Source: an optimization exercise on an open RTL-to-GDS flow (aim: small area, a short achievable clock period and few clock cycles). Production flows keep margins and buffers that such runs may drop. The RTL was checked by simulation tests, not by an equivalence proof against the original design. Power and IR drop assume default switching activity.

`design/flow/flow/run.sh`:
```
#!/bin/bash
set -euo pipefail
bash standard.sh SETUP_SLACK_MARGIN=5.3 finish > standard_flow.log 2>&1
```
`design/flow/standard.sh`:
```
#!/bin/bash
# synth_recipe.tcl (not shown) runs the flow's synth.tcl, then flattens the netlist and writes it again
# the make line also repeats each setting of config.mk as NAME=value (left out here)
make -C /OpenROAD-flow-scripts/flow DESIGN_CONFIG=/design/flow/config.mk WORK_HOME=/design/flow/orfs CLKGATE_MAP_FILE= SYNTH_SCRIPT=/design/flow/synth_recipe.tcl "${@:-finish}"
```
`design/flow/config.mk`:
```
export PLATFORM = sky130hd
export DESIGN_NAME = rbsm_matcher
export DESIGN_NICKNAME = rbsm_matcher
export VERILOG_FILES = /design/flow/design.v
export SDC_FILE = /design/flow/constraint.sdc
export NUM_CORES = 4
export LEC_CHECK = 0
export CAP_MARGIN = 0
export CORE_MARGIN = 2
export CORE_UTILIZATION = 45
export CTS_CLUSTER_DIAMETER = 80
export CTS_CLUSTER_SIZE = 26
export PLACE_DENSITY = 0.6
export SETUP_SLACK_MARGIN = 5
export SLEW_MARGIN = 0
```
`design/flow/constraint.sdc`:
```
create_clock -name core_clock -period 8.0 [get_ports {clk}]
set_input_delay 1.6000 -clock core_clock [delete_from_list [all_inputs] [get_ports {clk}]]
set_output_delay 1.6000 -clock core_clock [all_outputs]
set_load 0.01 [all_outputs]
```
`design/flow/design.v`:
```
module rbsm_matcher #(
    parameter PAT_MAX = 8,     
    parameter N_SLOT  = 11     
) (
    input  wire        clk,
    input  wire        rst,           
    input  wire        pl_clr,        
    input  wire        pl_push,       
    input  wire [3:0]  pl_slot,
    input  wire [7:0]  pl_byte,
    input  wire        cmd_wait,
    input  wire        cmd_mok,
    input  wire        cmd_merr,
    input  wire        cmd_clr,
    input  wire [31:0] cmd_timeout,
    input  wire        ms_tick,
    input  wire        rx_valid,
    input  wire [7:0]  rx_byte,
    output wire        rx_ready,
    output wire        busy,
    output reg         done,
    output reg  [2:0]  outcome,
    output wire        urc_valid,
    output reg  [2:0]  urc_index,
    input  wire        urc_done
);
    localparam LW = $clog2(PAT_MAX + 1);
    localparam HN = PAT_MAX - 1;           
    localparam [2:0] O_OK      = 3'd1,
                     O_ERROR   = 3'd2,
                     O_TIMEOUT = 3'd3,
                     O_MATCH1  = 3'd4;
    reg        busy_r, scan_r, urc_r, rep_r;
    reg [2:0]  rcnt;
    reg        mok, merr;
    reg [31:0] remain;
    reg        dirty;                      
    assign busy      = busy_r;
    assign rx_ready  = scan_r;
    assign urc_valid = urc_r;
    wire take   = rx_valid && scan_r;
    wire accept = !busy_r && cmd_wait;
    reg [8*PAT_MAX-1:0] pat [0:N_SLOT-1];
    reg [LW-1:0]        len [0:N_SLOT-1];
    reg       ld_clr, ld_push;
    reg [3:0] ld_slot;
    reg [7:0] ld_byte;
    always @(posedge clk) begin
        ld_clr  <= pl_clr && !rst;
        ld_push <= pl_push && !pl_clr && !rst;
        ld_slot <= pl_slot;
        ld_byte <= pl_byte;
    end
    reg [N_SLOT-1:0] len_is1;
    integer s;
    always @(*) begin
        for (s = 0; s < N_SLOT; s = s + 1)
            len_is1[s] = ((ld_clr || ld_push) && ld_slot == s) ? (ld_push && len[s] == 0)
                                                               : (len[s] == 1);
    end
    always @(posedge clk) begin
        for (s = 0; s < N_SLOT; s = s + 1) begin
            if (rst || (ld_clr && ld_slot == s))
                len[s] <= {LW{1'b0}};
            else if (ld_push && ld_slot == s && len[s] != PAT_MAX)
                len[s] <= len[s] + 1'b1;
            if (ld_push && ld_slot == s && len[s] != PAT_MAX)
                pat[s] <= {pat[s][8*PAT_MAX-9:0], ld_byte};
        end
    end
    reg [8*HN-1:0] hist;
    reg [HN-1:0]   hval;
    wire [7:0] nbyte = rep_r ? hist[8*HN-1 -: 8] : rx_byte;
    wire clr_hist = (accept && cmd_clr) || (urc_r && urc_done);
    wire clr_pre  = clr_hist || (accept && dirty && !hval[0]);
    wire replay   = accept && !cmd_clr && dirty && hval[0];
    wire rep_end  = rep_r && rcnt == HN - 1;
    reg [N_SLOT-1:0] pre_a, pre_r, pre_a_n, pre_r_n;
    wire [N_SLOT-1:0] pre = pre_a & pre_r;
    reg              ok_k;
    integer i, k;
    always @(*) begin
        for (i = 0; i < N_SLOT; i = i + 1) begin
            pre_a_n[i] = (len[i] == 1) || (nbyte == pat[i][15:8]);
            ok_k = (len[i] != 0);
            for (k = 2; k < PAT_MAX; k = k + 1)
                if (k < len[i] && !(hval[k-2] && hist[8*(k-2) +: 8] == pat[i][8*k +: 8]))
                    ok_k = 1'b0;
            pre_r_n[i] = ok_k;
        end
    end
    reg pre_ok, pre_err;
    wire pre_ok_n  = (nbyte == 8'h0D) && hval[1] && (hist[15:0] == {"O", "K"});
    wire pre_err_n = (nbyte == 8'h0D) && hval[4] &&
                     (hist[39:0] == {"E", "R", "R", "O", "R"});
    always @(posedge clk) begin
        if (take || rep_r) begin
            pre_a   <= pre_a_n;
            pre_r   <= pre_r_n;
            pre_ok  <= pre_ok_n;
            pre_err <= pre_err_n;
        end else if (clr_pre) begin
            pre_a   <= {N_SLOT{1'b1}};
            pre_r   <= len_is1;
            pre_ok  <= 1'b0;
            pre_err <= 1'b0;
        end
    end
    always @(posedge clk) begin
        if (rst || clr_hist)
            hval <= {HN{1'b0}};
        else if (rep_r)
            hval <= {hval[HN-2:0], hval[HN-1]};
        else if (take)
            hval <= {hval[HN-2:0], 1'b1};
    end
    always @(posedge clk) begin
        if (take || rep_r)
            hist <= {hist[8*HN-9:0], nbyte};
        if (replay)
            rcnt <= 3'd0;
        else if (rep_r)
            rcnt <= rcnt + 1'b1;
    end
    always @(posedge clk) begin
        if (rst || pl_clr || pl_push)
            dirty <= 1'b1;
        else if (clr_pre || rep_end)
            dirty <= 1'b0;
    end
    reg [N_SLOT-1:0] hit;
    integer j;
    always @(*) begin
        for (j = 0; j < N_SLOT; j = j + 1)
            hit[j] = pre[j] && (rx_byte == pat[j][7:0]);
    end
    wire lf     = (rx_byte == 8'h0A);
    wire hit_ok = mok && pre_ok && lf;
    wire hit_er = merr && pre_err && lf;
    wire       urc_any = |hit[7:0];
    wire       out_any = |hit[10:8] || hit_ok || hit_er;
    reg  [2:0] arb_idx, arb_outcome;
    integer u;
    always @(*) begin
        arb_idx = 3'd0;
        for (u = 7; u >= 0; u = u - 1)
            if (hit[u]) arb_idx = u[2:0];
        if (hit[8])       arb_outcome = O_MATCH1;
        else if (hit[9])  arb_outcome = O_MATCH1 + 3'd1;
        else if (hit[10]) arb_outcome = O_MATCH1 + 3'd2;
        else if (hit_ok)  arb_outcome = O_OK;
        else              arb_outcome = O_ERROR;
    end
    wire remain_zero = (remain == 32'd0);
    wire [7:0]  gz;                        
    wire [7:0]  gz_below;                  
    wire [31:0] z_below;                   
    genvar g, b;
    generate
        for (g = 0; g < 8; g = g + 1) begin : grp
            assign gz[g] = ~|remain[4*g +: 4];
            if (g == 0) begin : g0
                assign gz_below[g] = 1'b1;
            end else begin : gn
                assign gz_below[g] = &gz[g-1:0];
            end
            for (b = 0; b < 4; b = b + 1) begin : bit_
                if (b == 0) begin : b0
                    assign z_below[4*g+b] = gz_below[g];
                end else begin : bn
                    assign z_below[4*g+b] = gz_below[g] & ~|remain[4*g +: b];
                end
            end
        end
    endgenerate
    wire [31:0] remain_dec = remain ^ z_below;
    wire finish = scan_r && (rx_valid ? (out_any && !urc_any) : remain_zero);
    always @(posedge clk) begin
        if (rst) begin
            busy_r <= 1'b0;
            scan_r <= 1'b0;
            urc_r  <= 1'b0;
            rep_r  <= 1'b0;
            done   <= 1'b0;
        end else begin
            done  <= finish;
            if (!busy_r) begin
                busy_r <= cmd_wait;
                scan_r <= cmd_wait && !replay;
                rep_r  <= replay;
            end else if (rep_r) begin
                scan_r <= rep_end;
                rep_r  <= !rep_end;
            end else if (urc_r) begin
                if (urc_done) begin
                    urc_r  <= 1'b0;
                    scan_r <= 1'b1;
                end
            end else begin
                if (take && urc_any) begin
                    scan_r <= 1'b0;
                    urc_r  <= 1'b1;
                end
                if (finish) begin
                    scan_r <= 1'b0;
                    busy_r <= 1'b0;
                end
            end
        end
    end
    always @(posedge clk) begin
        if (accept) begin
            mok    <= cmd_mok;
            merr   <= cmd_merr;
            remain <= cmd_timeout;
        end else if (busy_r && ms_tick && !remain_zero) begin
            remain <= remain_dec;
        end
        outcome <= rx_valid ? arb_outcome : O_TIMEOUT;
        urc_index <= ({3{scan_r}} & arb_idx) | ({3{!scan_r}} & urc_index);
    end
endmodule
```
==> summary.md, run 1 <==
| Metric | Value |
|---|---|
| Setup TNS Final | `0 ns` |
| Synth Instances | `around 2.7k` |
| Hold path depth | `2` |
| Wirelength per Cell | `about 25 um` |
| Post-route ant nets | `0` |
| Layout Cells excl Fill | `4000` |
| Combinational power share | `under 10%` |
| R2r startpoint | `remain[17]$_DFFE_PP_` |
| Status | `complete, no violations` |
| CP Data Required Time | `approximately 6.4 ns` |
| H-tree levels | `2` |
| Post-DP Area | `between 0.04 and 0.05 sq mm` |
| CP max stage cell | `edfxtp_1` |
| Hold Fails Final Rpt | `0` |
| Global-route wire length before repair | `between 100 and 150 mm` |
| Min-delay src | `hval[6]$_SDFFE_PP0N_` |
| Sw frac | `22.6%` |
| CP endpoint kind | `primary output` |
| Final net count | `about 2.9k` |
| Rows | `~110` |
| CP Max Fanout | `1` |
| Num CTS Buffers | `44` |
| Pleak | `around 14 nW` |
| Post-route setup slack | `approximately 5.2 ns` |
| Buffers & Inverters on Critical Path | `1` |
| Routed WL | `around 100 mm` |
| PD cells | `~190 mW/mm^2` |
| CTS tree | `yes` |
| Most frequent cell after synthesis | `edfxtp_1` |
| Worst Reg-to-Reg Cells | `6` |
| Share of cells above drive strength 1 | `11.6%` |
| Final setup viols | `0` |
| Yosys Warn Count | `3` |
| CTS clk-pin slew, worst paths | `~0.1 ns` |
| Vias in the first global route | `roughly 21k` |
| DR vias/cell | `5.41` |
| Final period util | `roughly a third` |
| WS Path Type | `reg2out` |
| CP Cell Sequence | `buf_6` |
| Largest net degree at the start of global routing | `69` |
| Least-Margin Pin Slew | `0.969 ns` |
| CP top delay family | `flip-flops` |
| Worst slack, placed | `3.53 ns` |
| Die width | `about 300 um` |
| Min Tclk post-route | `approximately 2.8 ns` |
| Final Skew | `a little under 0.04 ns` |
| Total gr overflow | `0` |
| IO Pins | `73` |
| CTS sink cnt | `about 900` |
| Via count | `~22k` |
| Ys flop type | `edfxtp_1` |
| Min-Delay Endpoint | `hval[6]$_SDFFE_PP0N_` |
| GR Util met3 | `about 3.2%` |
| HPWL after detailed placement | `roughly 70 mm` |
| FF-to-FF setup slack | `roughly 5.4 ns` |
| Reg power frac | `a little over three fifths` |
| Worst setup SP type | `flip-flop` |
| Leading area contributor after synthesis | `edfxtp_1` |
| Post-synth ARST share | `0%` |
| Max-slew headroom | `between 30% and 40%` |
| Global Route Usage Sum | `a little under a quarter` |
| Post-synth EDFFs | `slightly above 800` |
| Syn nets | `~2.8k` |
| DIE HEIGHT | `a little under 300 um` |
| Leading cell types by count after synthesis | `edfxtp_1 (821), xor2_1 (418), xnor2_1 (341)` |
| Clk root buf | `clkbuf_16` |
| Core area | `between 0.08 and 0.09 sq mm` |
| Net switching power | `approximately 1.9 mW` |
| Peak VDD IR | `0.168 mV` |
| Post-synth top area share | `~64%` |
| Synth cell types | `60` |
| Synth Register Bits | `about 900` |
| DRC | `0` |
| Met2 Resource Use GR | `roughly 36%` |
| Clock Path Buffers | `3` |
| Post-route cell area | `0.0437 sq mm` |
| Diodes inserted | `0` |
| Max Fclk | `approximately 360 MHz` |
| Clock power frac | `between 30% and 40%` |
| # hold bufs at CTS | `0` |
| Max incr delay on CP | `0.43 ns` |
| GRT busiest layer | `met2` |
| Placed cell count | `a little under 4k` |
| Initial DRC count | `2034` |
| Register area share after synthesis | `between 60% and 70%` |
| MaxCap Viol Count | `0` |
| Initial core utilization | `a little under half` |
| Internal Power | `roughly 6.5 mW` |
| Die Area | `0.0879 sq mm` |
| Slew Limit Fails | `0` |
| RSZ-0062 raised after global routing | `true` |
| Hold Path Class | `reg2reg` |
| Skew-Pair Late Insertion Delay | `0.63 ns` |
| Average cell area after synthesis | `roughly 14 sq um` |
| CP arrival | `1.19 ns` |
| Area contributors post-synth | `edfxtp_1 (64%), xor2_1 (9.5%), xnor2_1 (7.8%), dfxtp_1 (4.0%), nand4_1 (1.8%)` |
| Synthesized cell area | `0.0385 sq mm` |
| Reg-to-Reg End | `remain[7]$_DFFE_PP_` |
| Initial antenna violation count | `3` |
| Routability Congestion | `0.915` |
| Port Buffers | `between 70 and 80` |
| Met1 usage | `~33%` |
| Pre-antenna DRT Iters | `5` |
| Synth-to-layout area growth | `13.6%` |
==> layout make-up <==
type	count	area [sq um]
repair inverters	2	12.5
well taps	1144	1430
clock inverters	15	164
inverters	62	241
clock buffers	63	1200
fillers	7035	41300
flip-flops and latches	898	26200
repair buffers	208	1890
multi-input cells	1608	12600
==> metal layers <==
layer,vias up,part of all wire [%]
li1,10000,-
met1,10700,45
met2,745,46
met3,149,6.0
met4,0,2.7
met5,-,0
==> cells in the final DEF (no fill, tap or decap), types with 12 or more instances in the layout <==
| cell | synthesis | routed |
|---|---|---|
| a21o_1 | 12 | 12 |
| a21oi_1 | 47 | 46 |
| a31oi_1 | 26 | 15 |
| a31oi_4 | 0 | 12 |
| buf_4 | 0 | 126 |
| buf_6 | 2 | 17 |
| clkbuf_1 | 38 | 17 |
| clkbuf_16 | 0 | 45 |
| clkdlybuf4s50_1 | 0 | 52 |
| dfxtp_1 | 77 | 70 |
| edfxtp_1 | 821 | 821 |
| ha_1 | 44 | 43 |
| inv_1 | 62 | 60 |
| nand2_1 | 112 | 111 |
| nand3_1 | 46 | 39 |
| nand4_1 | 111 | 111 |
| nor2_1 | 112 | 112 |
| nor3_1 | 86 | 68 |
| nor4_1 | 78 | 66 |
| o21ai_0 | 50 | 38 |
| xnor2_1 | 341 | 323 |
| xnor2_2 | 0 | 17 |
| xor2_1 | 418 | 418 |
==> worst min-delay path, stage by stage, from the launching register on <==
cell and delay, ns:
dfxtp_1 0.32, nand2_1 0.05, a21oi_1 0.05
==> metrics by stage <==
step,util [%],hold slack (ns),power [mW]
floorplan,-,0.424,5.64
global placement,48.5,0.443,5.82
detailed placement,48.5,0.452,5.83
CTS,50.9,0.466,8.41
global route,51.4,0.485,8.64
finish,51.4,0.464,8.36
==> kinds of logic after synthesis <==
family	after synthesis	share of synthesized area (%)
AND/OR/NAND/NOR	591	7.92
buffers and inverters	168	1.75
AO/OA/AOI/OAI	188	3.09
adder cells (fa/ha/maj)	44	1.43
XOR/XNOR	759	17.3
flip-flops	898	68.0
multiplexers	19	0.494
==> how the worst max path moves through the flow <==
stage	start	endpoint	slack, ns	cells after the start
floorplan	cmd_wait	pre_a[0]$_SDFFCE_PP1P_	4.43	4
global placement	rx_byte[4]	busy_r$_SDFF_PP0_	3.60	8
detailed placement	rx_byte[4]	busy_r$_SDFF_PP0_	3.53	7
CTS	flip-flop	urc_index[1]	5.17	1
global route	flip-flop	urc_index[1]	5.17	1
finish	flip-flop	urc_index[1]	5.21	1
==> sequential cells by signal, summed over array words and instances (netlist names), 3 cells and up, named ones only <==
register / flops
outcome: 3
hist: 56
ld_slot: 4
len: 44
rcnt: 3
remain: 32
ld_byte: 8
pre_r: 11
pre_a: 11
hval: 7
pat: 704
==> power groups by stage <==
| stage | Sequential (mW) | Combinational, mW | Clock [mW] |
|---|---|---|---|
| floorplan | 5.30 | 0.343 | 0 |
| global placement | 5.33 | 0.487 | 0 |
| detailed placement | 5.33 | 0.501 | 0 |
| CTS | 5.22 | 0.547 | 2.65 |
| global route | 5.22 | 0.605 | 2.81 |
| finish | 5.22 | 0.564 | 2.58 |
==> what timing repair did <==
item	CTS	global route
endpoints found under the hold margin	0	0
gates resized for setup	157	46
setup endpoints to repair	484	216
pin swaps	9	20
setup buffers	32	28
gates cloned	11	0
Testbench counts, summed over its fixed seeds: cycles 21,841.
==> run 2: changes to the inputs <==
--- a/design/flow/config.mk
+++ b/design/flow/config.mk
@@ -9,7 +9,7 @@
 export CORE_MARGIN = 2
 export CORE_UTILIZATION = 45
 export CTS_CLUSTER_DIAMETER = 80
-export CTS_CLUSTER_SIZE = 26
+export CTS_CLUSTER_SIZE = 24
 export PLACE_DENSITY = 0.6
 export SETUP_SLACK_MARGIN = 5
 export SLEW_MARGIN = 0
==> summary.md, run 2 <==
| Metric | Value |
|---|---|
| Register area share after synthesis | `about two thirds` |
| Synth Register Bits | `approximately 900` |
| CTS sink cnt | `between 800 and 900` |
| Peak VDD IR | `roughly 0.15 mV` |
| Post-synthesis compound-gate area fraction | `3.09%` |
| Layout Cells excl Fill | `about 4k` |
| Initial DRC count | `1995` |
| Global-route wire length before repair | `145 mm` |
| Min Tclk post-route | `2.79 ns` |
| Sw frac | `22.1%` |
| Total gr overflow | `0` |
| Max incr delay on CP | `~0.43 ns` |
| DR vias/cell | `about 5.4` |
| Num CTS Buffers | `44` |
| Hold Fails Final Rpt | `0` |
| Placed cell count | `roughly 3.9k` |
| Post-synth EDFFs | `between 800 and 900` |
| Rows | `~110` |
| Post-layout util | `a little over 50%` |
| Top flop regs | `pat x704, hist x56, len x44` |
| Largest net degree at the start of global routing | `69` |
| Clock power frac | `between 30% and 40%` |
| Synth-to-layout area growth | `13.4%` |
| Worst setup SP type | `flip-flop` |
| Clk root buf | `clkbuf_16` |
| WS Path Type | `reg2out` |
| Ys flop type | `edfxtp_1` |
| Adder-cell area share of the yosys netlist | `roughly 1.4%` |
| H-tree levels | `2` |
| Port Buffers | `72` |
| CP Max Fanout | `1` |
| Combinational power share | `between 6 and 7%` |
| Vias in the first global route | `approximately 21k` |
| Routability Congestion | `0.915` |
| Mux share of post-synthesis cell area | `less than 1%` |
| CP arrival | `between 1 and 1.5 ns` |
| Final period util | `around a third` |
| Synth cell types | `60` |
| Hold Path Class | `reg2reg` |
| Post-route ant nets | `0` |
| Leading cell types by count after synthesis | `edfxtp_1 (821), xor2_1 (418), xnor2_1 (341)` |
| DRC | `0` |
| IO Pins | `73` |
| Share of cells above drive strength 1 | `between 10 and 15%` |
| Die Area | `0.0879 sq mm` |
| Yosys Warn Count | `3` |
| Routed WL | `~98 mm` |
| Via count | `21.6k` |
| MaxCap Viol Count | `0` |
| Largest family of logic cells by synthesized area | `XOR/XNOR gates` |
| Post-route setup slack | `around 5.2 ns` |
| PD cells | `190 mW/mm^2` |
| CP Cell Sequence | `buf_6` |
| Leading area contributor after synthesis | `edfxtp_1` |
| Most frequent cells in the layout | `edfxtp_1 (821), xor2_1 (418), xnor2_1 (324)` |
| RSZ-0062 raised after global routing | `true` |
| Pleak | `between 10 and 15 nW` |
| Core area | `between 0.08 and 0.09 sq mm` |
| Initial core utilization | `45.3%` |
| Min-delay src | `hval[6]$_SDFFE_PP0N_` |
| Largest register FFs | `between 700 and 800` |
| Post-synth top area share | `64.0%` |
| Final Skew | `0.0271 ns` |
| # hold bufs at CTS | `0` |
| Simple-gate share of the synthesized area | `between 7 and 8%` |
| Setup TNS Final | `0 ns` |
| Final net count | `roughly 2.9k` |
| CP top delay family | `flip-flops` |
| Initial antenna violation count | `2` |
| Slew Limit Fails | `0` |
| Most frequent cell after synthesis | `edfxtp_1` |
| Hold Worst Slack | `roughly 0.46 ns` |
| CP Data Required Time | `approximately 6.4 ns` |
| Clock Path Buffers | `3` |
| CTS tree | `yes` |
| Synth Instances | `around 2.7k` |
| Net switching power | `1.83 mW` |
| Skew-Pair Late Insertion Delay | `roughly 0.62 ns` |
| Max-slew headroom | `a little over a third` |
| R2r startpoint | `ld_slot[1]$_DFF_P_` |
| DIE HEIGHT | `about 300 um` |
| Pre-antenna DRT Iters | `5` |
| Syn nets | `2774` |
| Max Fclk | `358 MHz` |
| Reg power frac | `62.9%` |
| Global Route Usage Sum | `between 20% and 30%` |
| Synthesized cell area | `a little under 0.04 sq mm` |
| XOR/XNOR Fraction of Synth Area | `17.3%` |
| Post-synth ARST share | `0%` |
| Largest Register | `pat` |
| Final setup viols | `0` |
| CP endpoint kind | `primary output` |
| Wirelength per Cell | `between 20 and 25 um` |
| Die width | `296 um` |
| Least-Margin Pin Slew | `around 0.96 ns` |
| Area contributors post-synth | `edfxtp_1 (64%), xor2_1 (9.5%), xnor2_1 (7.8%), dfxtp_1 (4.0%), nand4_1 (1.8%)` |
| Average cell area after synthesis | `14.4 sq um` |
| Internal Power | `roughly 6.5 mW` |
| CP max stage cell | `edfxtp_1` |
| Commonest non-fill, non-tap cell in the layout | `edfxtp_1` |
| HPWL after detailed placement | `71.0 mm` |
| Status | `complete, no violations` |
| CTS clk-pin slew, worst paths | `0.09 ns` |
| Buffers & Inverters on Critical Path | `1` |
| Worst slack, placed | `3.53 ns` |
==> run 2: final cells by class <==
type                       count  area, sq um
tap                         1144         1430
sequential                   898        26200
timing repair buffer         208         1930
inverter                      62          241
antenna                        1         2.50
multi-input combinational   1608        12500
clock buffer                  73         1240
clock inverter                 6         45.0
fill                        7059        41400
timing repair inverter         2         12.5
==> run 2: what timing repair did <==
| item | CTS | global route |
|---|---|---|
| resized for setup | 165 | 36 |
| setup endpoints to repair | 484 | 135 |
| pin swaps | 13 | 18 |
| gates cloned | 11 | 0 |
| buffers inserted | 43 | 17 |
==> run 2: worst paths after layout <==
| check | cells after the start | slack, ns | endpoint |
|---|---|---|---|
| setup / recovery | 1 | 5.21 | urc_index[1] |
| hold / removal | 2 | 0.46 | hval[6]$_SDFFE_PP0N_ |
| hold reg to reg | 2 | 0.46 | hval[6]$_SDFFE_PP0N_ |
| setup reg to reg | 8 | 5.37 | len[3][3]$_SDFFE_PP0P_ |
==> run 2: routing by layer <==
| layer | up-vias | GRT usage, % | share of wire, % |
|---|---|---|---|
| met5 | - | 0 | 0 |
| met4 | 0 | 5.78 | 2.7 |
| met3 | 143 | 2.73 | 5.7 |
| met2 | 711 | 35.8 | 46 |
| met1 | 10800 | 33.1 | 46 |
| li1 | 9987 | - | - |
==> run 2: per-stage QoR <==
step | power, mW | cell area, sq um
after global routing | 8.56 | 43700
after CTS | 8.34 | 43300
after floorplan | 5.64 | 39300
after detailed placement | 5.83 | 41300
after global placement | 5.82 | 41300
final | 8.29 | 43700
==> run 2: cell families after synthesis <==
logic type               after synthesis
flip-flops                           898
XOR/XNOR                             759
AND/OR/NAND/NOR                      591
AO/OA/AOI/OAI                        188
buffers and inverters                168
adder cells (fa/ha/maj)               44
multiplexers                          19
==> run 2: power by group through the flow <==
| stage | logic [mW] | registers [mW] | clock network, mW |
|---|---|---|---|
| 4_1_cts | 0.554 | 5.21 | 2.58 |
| 3_3_place_gp | 0.487 | 5.33 | 0 |
| 5_1_grt | 0.606 | 5.22 | 2.73 |
| 3_5_place_dp | 0.501 | 5.33 | 0 |
| 6_report | 0.566 | 5.22 | 2.51 |
| 2_1_floorplan | 0.343 | 5.30 | 0 |
==> run 3: changes to the inputs <==
==> design/flow/flow/run.sh (replaced) <==
#!/bin/bash
set -euo pipefail
bash standard.sh SETUP_SLACK_MARGIN=5.4 finish > standard_flow.log 2>&1
--- a/design/flow/config.mk
+++ b/design/flow/config.mk
@@ -9,7 +9,7 @@
 export CORE_MARGIN = 2
 export CORE_UTILIZATION = 45
 export CTS_CLUSTER_DIAMETER = 80
-export CTS_CLUSTER_SIZE = 24
+export CTS_CLUSTER_SIZE = 26
 export PLACE_DENSITY = 0.6
 export SETUP_SLACK_MARGIN = 5
 export SLEW_MARGIN = 0
==> summary.md, run 3 <==
| Metric | Value |
|---|---|
| Status | `complete, no violations` |
| Core area | `0.0850 sq mm` |
| Die Area | `about 0.088 sq mm` |
| Top flop regs | `pat x704, hist x56, len x44` |
| Global Route Usage Sum | `~23%` |
| Pre-antenna DRT Iters | `5` |
| Ys flop type | `edfxtp_1` |
| FF-to-FF setup slack | `approximately 5.5 ns` |
| Die width | `a little under 300 um` |
| CTS sink cnt | `898` |
| Final setup viols | `0` |
| MaxCap Viol Count | `0` |
| Clock Path Buffers | `3` |
| CP endpoint kind | `primary output` |
| Global-route wire length before repair | `between 100 and 150 mm` |
| Commonest non-fill, non-tap cell in the layout | `edfxtp_1` |
| Post-synth ARST share | `0%` |
| Largest net degree at the start of global routing | `between 60 and 70` |
| CP Cell Sequence | `buf_6` |
| Skew-Pair Late Insertion Delay | `0.63 ns` |
| CP max stage cell | `edfxtp_1` |
| Most frequent cell after synthesis | `edfxtp_1` |
| Synth Instances | `roughly 2.7k` |
| Hold Fails Final Rpt | `0` |
| Initial core utilization | `between 40% and 50%` |
| Leading area contributor after synthesis | `edfxtp_1` |
| R2r startpoint | `hist[31]$_DFFE_PN_` |
| Routed WL | `about 100 mm` |
| Min-delay src | `pat[0][38]$_DFFE_PP_` |
| Most frequent cells in the layout | `edfxtp_1 (821), xor2_1 (418), xnor2_1 (326)` |
| HPWL after detailed placement | `about 70 mm` |
| RSZ-0062 raised after global routing | `true` |
| WS Path Type | `reg2out` |
| Max-slew headroom | `between 20 and 30%` |
| Diodes inserted | `0` |
| Final Skew | `around 0.029 ns` |
| # hold bufs at CTS | `0` |
| CTS tree | `yes` |
| Synth Register Bits | `about 900` |
| Register area share after synthesis | `68.0%` |
| Post-synth top area share | `64.0%` |
| CP Data Required Time | `about 6.4 ns` |
| Yosys Warn Count | `3` |
| Routability Congestion | `roughly 0.94` |
| Largest Register | `pat` |
| Average cell area after synthesis | `14.4 sq um` |
| Slew Limit Fails | `0` |
| Final period util | `between 30% and 40%` |
| Least-Margin Pin Slew | `between 1 and 1.5 ns` |
| Total gr overflow | `0` |
| Synth-to-layout area growth | `13.4%` |
| CTS clk-pin slew, worst paths | `0.10 ns` |
| Num CTS Buffers | `44` |
| Fillers | `about 7.1k` |
| Post-route ant nets | `0` |
| Pleak | `between 10 and 15 nW` |
| CP arrival | `roughly 1.2 ns` |
| Clk root buf | `clkbuf_16` |
| Setup TNS Final | `0 ns` |
| Hold path depth | `0` |
| Leading cell types by count after synthesis | `edfxtp_1 (821), xor2_1 (418), xnor2_1 (341)` |
| DR vias/cell | `around 5.4` |
| Via count | `21.7k` |
| DIE HEIGHT | `296 um` |
| Final net count | `2914` |
| Initial antenna violation count | `6` |
| Share of cells above drive strength 1 | `between 10% and 20%` |
| Hold Worst Slack | `between 0.4 and 0.5 ns` |
| Hold Path Class | `reg2reg` |
| Wirelength per Cell | `about 25 um` |
| Port Buffers | `just over 70` |
| Synth cell types | `60` |
| H-tree levels | `2` |
| Buffers & Inverters on Critical Path | `1` |
| Largest register FFs | `704` |
| Max Fclk | `~350 MHz` |
| Max incr delay on CP | `0.45 ns` |
| Worst setup SP type | `flip-flop` |
| Rows | `around 110` |
| CP Max Fanout | `1` |
| Area contributors post-synth | `edfxtp_1 (64%), xor2_1 (9.5%), xnor2_1 (7.8%), dfxtp_1 (4.0%), nand4_1 (1.8%)` |
| Syn nets | `roughly 2.8k` |
| Reg-to-Reg End | `pre_r[0]$_DFFE_PP_` |
| CP top delay family | `flip-flops` |
| Post-synth EDFFs | `just over 800` |
| DRC | `0` |
| PD cells | `between 150 and 200 mW/mm^2` |
| Vias in the first global route | `about 21k` |
| Initial DRC count | `2337` |
| IO Pins | `73` |
| Worst Reg-to-Reg Cells | `8` |
| Min Tclk post-route | `roughly 2.8 ns` |
| Peak VDD IR | `0.173 mV` |
| Synthesized cell area | `between 0.03 and 0.04 sq mm` |
| Min-Delay Endpoint | `pat[0][46]$_DFFE_PP_` |
==> run 3: worst max path at each step <==
| stage | endpoint | cells past startpoint |
|---|---|---|
| floorplan | pre_a[0]$_SDFFCE_PP1P_ | 4 |
| global placement | scan_r$_SDFFE_PP0P_ | 8 |
| detailed placement | scan_r$_SDFFE_PP0P_ | 8 |
| CTS | urc_index[0] | 1 |
| global route | urc_index[0] | 1 |
| finish | urc_index[0] | 1 |
==> run 3: cell type report <==
class                           instances  area (sq um)  share of cell area, %
Clock buffer                           62          1200                   2.75
Clock inverter                         15           198                  0.453
Inverter                               62           241                  0.553
Multi-Input combinational cell       1608         12500                   28.6
Sequential cell                       898         26200                   60.0
Tap cell                             1144          1430                   3.28
Timing Repair Buffer                  189          1850                   4.24
Timing Repair inverter                  4          27.5                 0.0630
==> run 3: kinds of logic after synthesis <==
kind of cell / count (synthesis) / share of synthesized area [%]
adder cells (fa/ha/maj): 44 / 1.43
buffers and inverters: 168 / 1.75
multiplexers: 19 / 0.494
AO/OA/AOI/OAI: 188 / 3.09
XOR/XNOR: 759 / 17.3
flip-flops: 898 / 68.0
AND/OR/NAND/NOR: 591 / 7.92
==> run 3: worst register-to-register path: stages, from the launching register on <==
cell      delay (ns)
edfxtp_1        0.44
buf_4           0.25
xnor2_1         0.21
nand3_1         0.12
nor3_2          0.44
nand4_1         0.36
o21ai_0         0.25
nand3_1         0.12
a21oi_1         0.18
==> run 3: metrics by stage <==
stage | cells | instance area (sq um) | utilization, % | power, mW | worst slack (ns)
finish | 3982 | 43700 | 51.4 | 8.43 | 5.17
global route | 3982 | 43700 | 51.4 | 8.69 | 5.13
floorplan | 2667 | 39300 | - | 5.65 | 4.43
detailed placement | 3847 | 41300 | 48.6 | 5.84 | 3.52
global placement | 3847 | 41300 | 48.6 | 5.82 | 3.50
CTS | 3953 | 43300 | 50.9 | 8.47 | 5.14
==> run 3: where the power goes <==
part	internal, mW	total [mW]	leakage (nW)	switching, mW
registers	5.15	5.22	8.06	0.0753
logic	0.235	0.563	5.18	0.328
clock network	1.15	2.64	0.673	1.49
==> run 3: layer usage <==
metal	vias up	wire length, um	track usage, %	part of all wire (%)
met2	685	45600	35.6	46
met3	138	5700	3.00	5.7
met4	0	2230	5.33	2.2
li1	9945	-	-	-
met5	-	0	0	0
met1	10900	46300	33.9	46
==> run 3: what timing repair did <==
| action | CTS | global route |
|---|---|---|
| gates resized for setup | 166 | 31 |
| pin swaps | 5 | 13 |
| cloned | 12 | 1 |
| buffers inserted | 17 | 28 |
| endpoints found under the setup margin | 394 | 145 |
==> run 4: changes to the inputs <==
==> design/flow/flow/run.sh (replaced) <==
#!/bin/bash
set -euo pipefail
bash standard.sh SETUP_SLACK_MARGIN=5.15 finish > standard_flow.log 2>&1
==> summary.md, run 4 <==
| Metric | Value |
|---|---|
| Synth-to-layout area growth | `11.6%` |
| Placed cell count | `~3.9k` |
| CTS sink cnt | `898` |
| Leading area contributor after synthesis | `edfxtp_1` |
| Clock Path Buffers | `3` |
| Setup TNS Final | `0 ns` |
| Post-route cell area | `between 0.04 and 0.05 sq mm` |
| CP Cell Sequence | `clkdlybuf4s50_1, nand2b_4, nor3_2, o21ai_0, and2_0, a31o_2` |
| Pre-antenna DRT Iters | `8` |
| Diodes inserted | `0` |
| Total gr overflow | `0` |
| Mux share of post-synthesis cell area | `less than 1%` |
| XOR/XNOR Fraction of Synth Area | `17.3%` |
| Register area share after synthesis | `between 60 and 70%` |
| # hold bufs at CTS | `0` |
| Clk root buf | `clkbuf_16` |
| Final period util | `35.3%` |
| RSZ-0062 raised after global routing | `true` |
| Most frequent cells in the layout | `edfxtp_1 (821), xor2_1 (418), xnor2_1 (336)` |
| Num CTS Buffers | `43` |
| Port Buffers | `72` |
| Max Fclk | `354 MHz` |
| Global-route wire length before repair | `144 mm` |
| MaxCap Viol Count | `0` |
| Post-synthesis compound-gate area fraction | `roughly 3.1%` |
| Initial core utilization | `a little under half` |
| Share of cells above drive strength 1 | `roughly 8.5%` |
| Overall power | `around 8.3 mW` |
| Crit path to | `scan_r$_SDFFE_PP0P_` |
| Post-synth EDFFs | `slightly above 800` |
| Post-layout util | `50.5%` |
| Ys flop type | `edfxtp_1` |
| Largest register FFs | `just over 700` |
| Final net count | `around 2.9k` |
| Routed WL | `around 98 mm` |
| Met1 usage | `33.1%` |
| Max-slew headroom | `roughly 30%` |
| Largest Register | `pat` |
| GRT busiest layer | `met2` |
| Yosys Warn Count | `3` |
| Hold Path Class | `reg2reg` |
| Slew Limit Fails | `0` |
| Via count | `~22k` |
| R2r startpoint | `hist[47]$_DFFE_PN_` |
| CTS tree | `yes` |
| IO Pins | `73` |
| Leading cell types by count after synthesis | `edfxtp_1 (821), xor2_1 (418), xnor2_1 (341)` |
| Worst setup SP type | `primary input` |
| H-tree levels | `2` |
| Post-route ant nets | `0` |
| Worst Reg-to-Reg Cells | `7` |
| Most frequent cell after synthesis | `edfxtp_1` |
| Initial antenna violation count | `4` |
| Max incr delay on CP | `approximately 0.54 ns` |
| HPWL after detailed placement | `71.1 mm` |
| Min Tclk post-route | `~2.8 ns` |
| Top flop regs | `pat x704, hist x56, len x44` |
| DR vias/cell | `roughly 5.5` |
| Wirelength per Cell | `~25 um` |
| Post-DP Area | `0.0411 sq mm` |
| Average cell area after synthesis | `14.4 sq um` |
| Initial DRC count | `~2k` |
| Rows | `107` |
| Post-synth top area share | `about 64%` |
| Die Area | `between 0.08 and 0.09 sq mm` |
| Vias in the first global route | `between 20k and 25k` |
| DIE HEIGHT | `between 200 and 300 um` |
| Synthesized cell area | `0.0385 sq mm` |
| Post-synth ARST share | `0%` |
| CP max stage cell | `clkdlybuf4s50_1` |
| Largest net degree at the start of global routing | `just under 70` |
| Pleak | `between 10 and 15 nW` |
| Met2 Resource Use GR | `a little over a third` |
| Area contributors post-synth | `edfxtp_1 (64%), xor2_1 (9.5%), xnor2_1 (7.8%), dfxtp_1 (4.0%), nand4_1 (1.8%)` |
| Final Skew | `about 0.028 ns` |
| WS Path Type | `in2reg` |
| Synth Instances | `2667` |
| CP endpoint kind | `flip-flop` |
| Routability Congestion | `a little under 0.9` |
| CTS clk-pin slew, worst paths | `roughly 0.10 ns` |
| Critical Path Source | `cmd_wait` |
| Global Route Usage Sum | `22.4%` |
| Largest family of logic cells by synthesized area | `XOR/XNOR gates` |
| Final setup viols | `0` |
| Peak VDD IR | `~0.18 mV` |
| Multi-input gate area | `between 0.01 and 0.015 sq mm` |
| DRC | `0` |
| Synth cell types | `60` |
| CP Max Fanout | `30` |
| Reg-to-Reg End | `pre_r[3]$_DFFE_PP_` |
| Layout Cells excl Fill | `~4.0k` |
| CP arrival | `roughly 3.3 ns` |
| Fillers | `around 7.2k` |
| CP Data Required Time | `around 8.5 ns` |
| Register area | `between 0.02 and 0.03 sq mm` |
| Core area | `0.0850 sq mm` |
| Commonest non-fill, non-tap cell in the layout | `edfxtp_1` |
| Adder-cell area share of the yosys netlist | `under 10%` |
| Least-Margin Pin Slew | `between 1 and 1.5 ns` |
| Die width | `296 um` |
| Synth Register Bits | `approximately 900` |
| Hold Fails Final Rpt | `0` |
| Simple-gate share of the synthesized area | `a little under 8%` |
| GR Util met3 | `under 10%` |
| PD cells | `193 mW/mm^2` |
| Status | `complete, no violations` |
| FF-to-FF setup slack | `5.23 ns` |
| Syn nets | `2774` |
| Skew-Pair Late Insertion Delay | `between 0.6 and 0.7 ns` |
[run 4: cell types whose count changed in the layout (fill, tap and decap cells not counted), moves of 5 or more]
cell	previous run	this run
nor2_1	107	112
o21ai_1	10	0
buf_8	8	1
nor3_2	16	11
o21ai_0	39	49
nor3_1	69	75
buf_6	18	13
nor4_1	62	68
clkinvlp_4	5	0
xnor2_1	326	336
xnor2_2	15	5
dfxtp_2	8	0
dfxtp_1	66	74
clkbuf_1	16	21
[run 4: how the worst min path moves through the flow]
stage | from | endpoint | slack (ns) | cells past startpoint
after floorplan | hist[3]$_DFFE_PN_ | hist[11]$_DFFE_PN_ | 0.42 | 0
after global placement | hist[12]$_DFFE_PN_ | hist[20]$_DFFE_PN_ | 0.43 | 0
after detailed placement | hist[12]$_DFFE_PN_ | hist[20]$_DFFE_PN_ | 0.44 | 0
after CTS | hist[12]$_DFFE_PN_ | hist[20]$_DFFE_PN_ | 0.46 | 0
after global routing | hist[12]$_DFFE_PN_ | hist[20]$_DFFE_PN_ | 0.48 | 0
final | hist[12]$_DFFE_PN_ | hist[20]$_DFFE_PN_ | 0.46 | 0
[run 4: kinds of logic after synthesis]
family,after synthesis
DFF,898
and+or+nand+nor,591
muxes,19
xor gates and xnor gates,759
AOI/OAI and AO/OA,188
adders and majority gates,44
buffers and inverters,168
[run 4: stage by stage]
step,hold WS [ns],setup WS [ns]
floorplan,0.424,4.43
global placement,0.433,3.59
detailed placement,0.438,3.55
CTS,0.462,5.00
global route,0.479,4.99
finish,0.462,5.18
[run 4: area by class of cell]
type | instances | area share, %
timing repair buffer | 176 | 3.73
multi-input combinational | 1604 | 28.3
sequential | 898 | 61.0
clock buffer | 67 | 2.84
clock inverter | 10 | 0.274
inverter | 62 | 0.553
tap | 1144 | 3.33
[run 4: power by group]
| part | internal (mW) | switching (mW) |
|---|---|---|
| sequential | 5.15 | 0.0691 |
| combinational | 0.209 | 0.319 |
| clock | 1.09 | 1.48 |
[run 4: critical path, delay by kind of cell]
family,cells,cell delay [ns]
buffers and inverters,1,0.54
and+or+nand+nor,3,0.82
AOI/OAI and AO/OA,2,0.37
[run 4: repair_timing]
action / 4_1_cts / 5_1_grt
resized for setup: 100 / 24
cloned: 3 / 1
setup endpoints to repair: 444 / 123
pin swaps: 2 / 2
setup buffers: 20 / 9
[run 4: metal layers]
layer	vias to the layer above	part of all wire [%]
met1	10900	46
met5	-	0
met4	0	2.6
li1	9889	-
met3	137	5.3
met2	685	46

[re-timing with driven ports]
In the flow no input, the clock included, has a driving cell. The finished layouts below were timed again as built, in two steps. Step 1: set_driving_cell puts a clkbuf_16 on clk and a buf_2 on each other input, an assumption about the parent block. Step 2, shift: input delay + t, output delay - t, t = (earliest + latest rising clock arrival at the registers) / 2. This alone moves slack from input paths to output paths. Three values: ideal, step 1, step 2; two values: the first two.
run | t, ns | setup WS [ns] | worst hold slack (ns) | worst setup path after step 2 | clock arrival spread, ns
run 1 | 0.674 | 5.209 / 5.143 / 4.670 | 0.464 / 0.464 / 0.464 | input to register | 0.041 / 0.041
run 2 | 0.676 | 5.210 / 5.145 / 4.663 | 0.464 / 0.464 / 0.464 | input to register | 0.029 / 0.030
run 3 | 0.680 | 5.168 / 5.102 / 4.774 | 0.470 / 0.470 / 0.470 | input to register | 0.031 / 0.031
run 4 | 0.673 | 5.177 / 5.113 / 4.542 | 0.462 / 0.462 / 0.462 | input to register | 0.027 / 0.028
After both steps setup and hold are still met in every run listed. For run 4, which loses most, drivers alone change the setup slack by -0.064 ns; drivers and shift together by -0.635 ns.
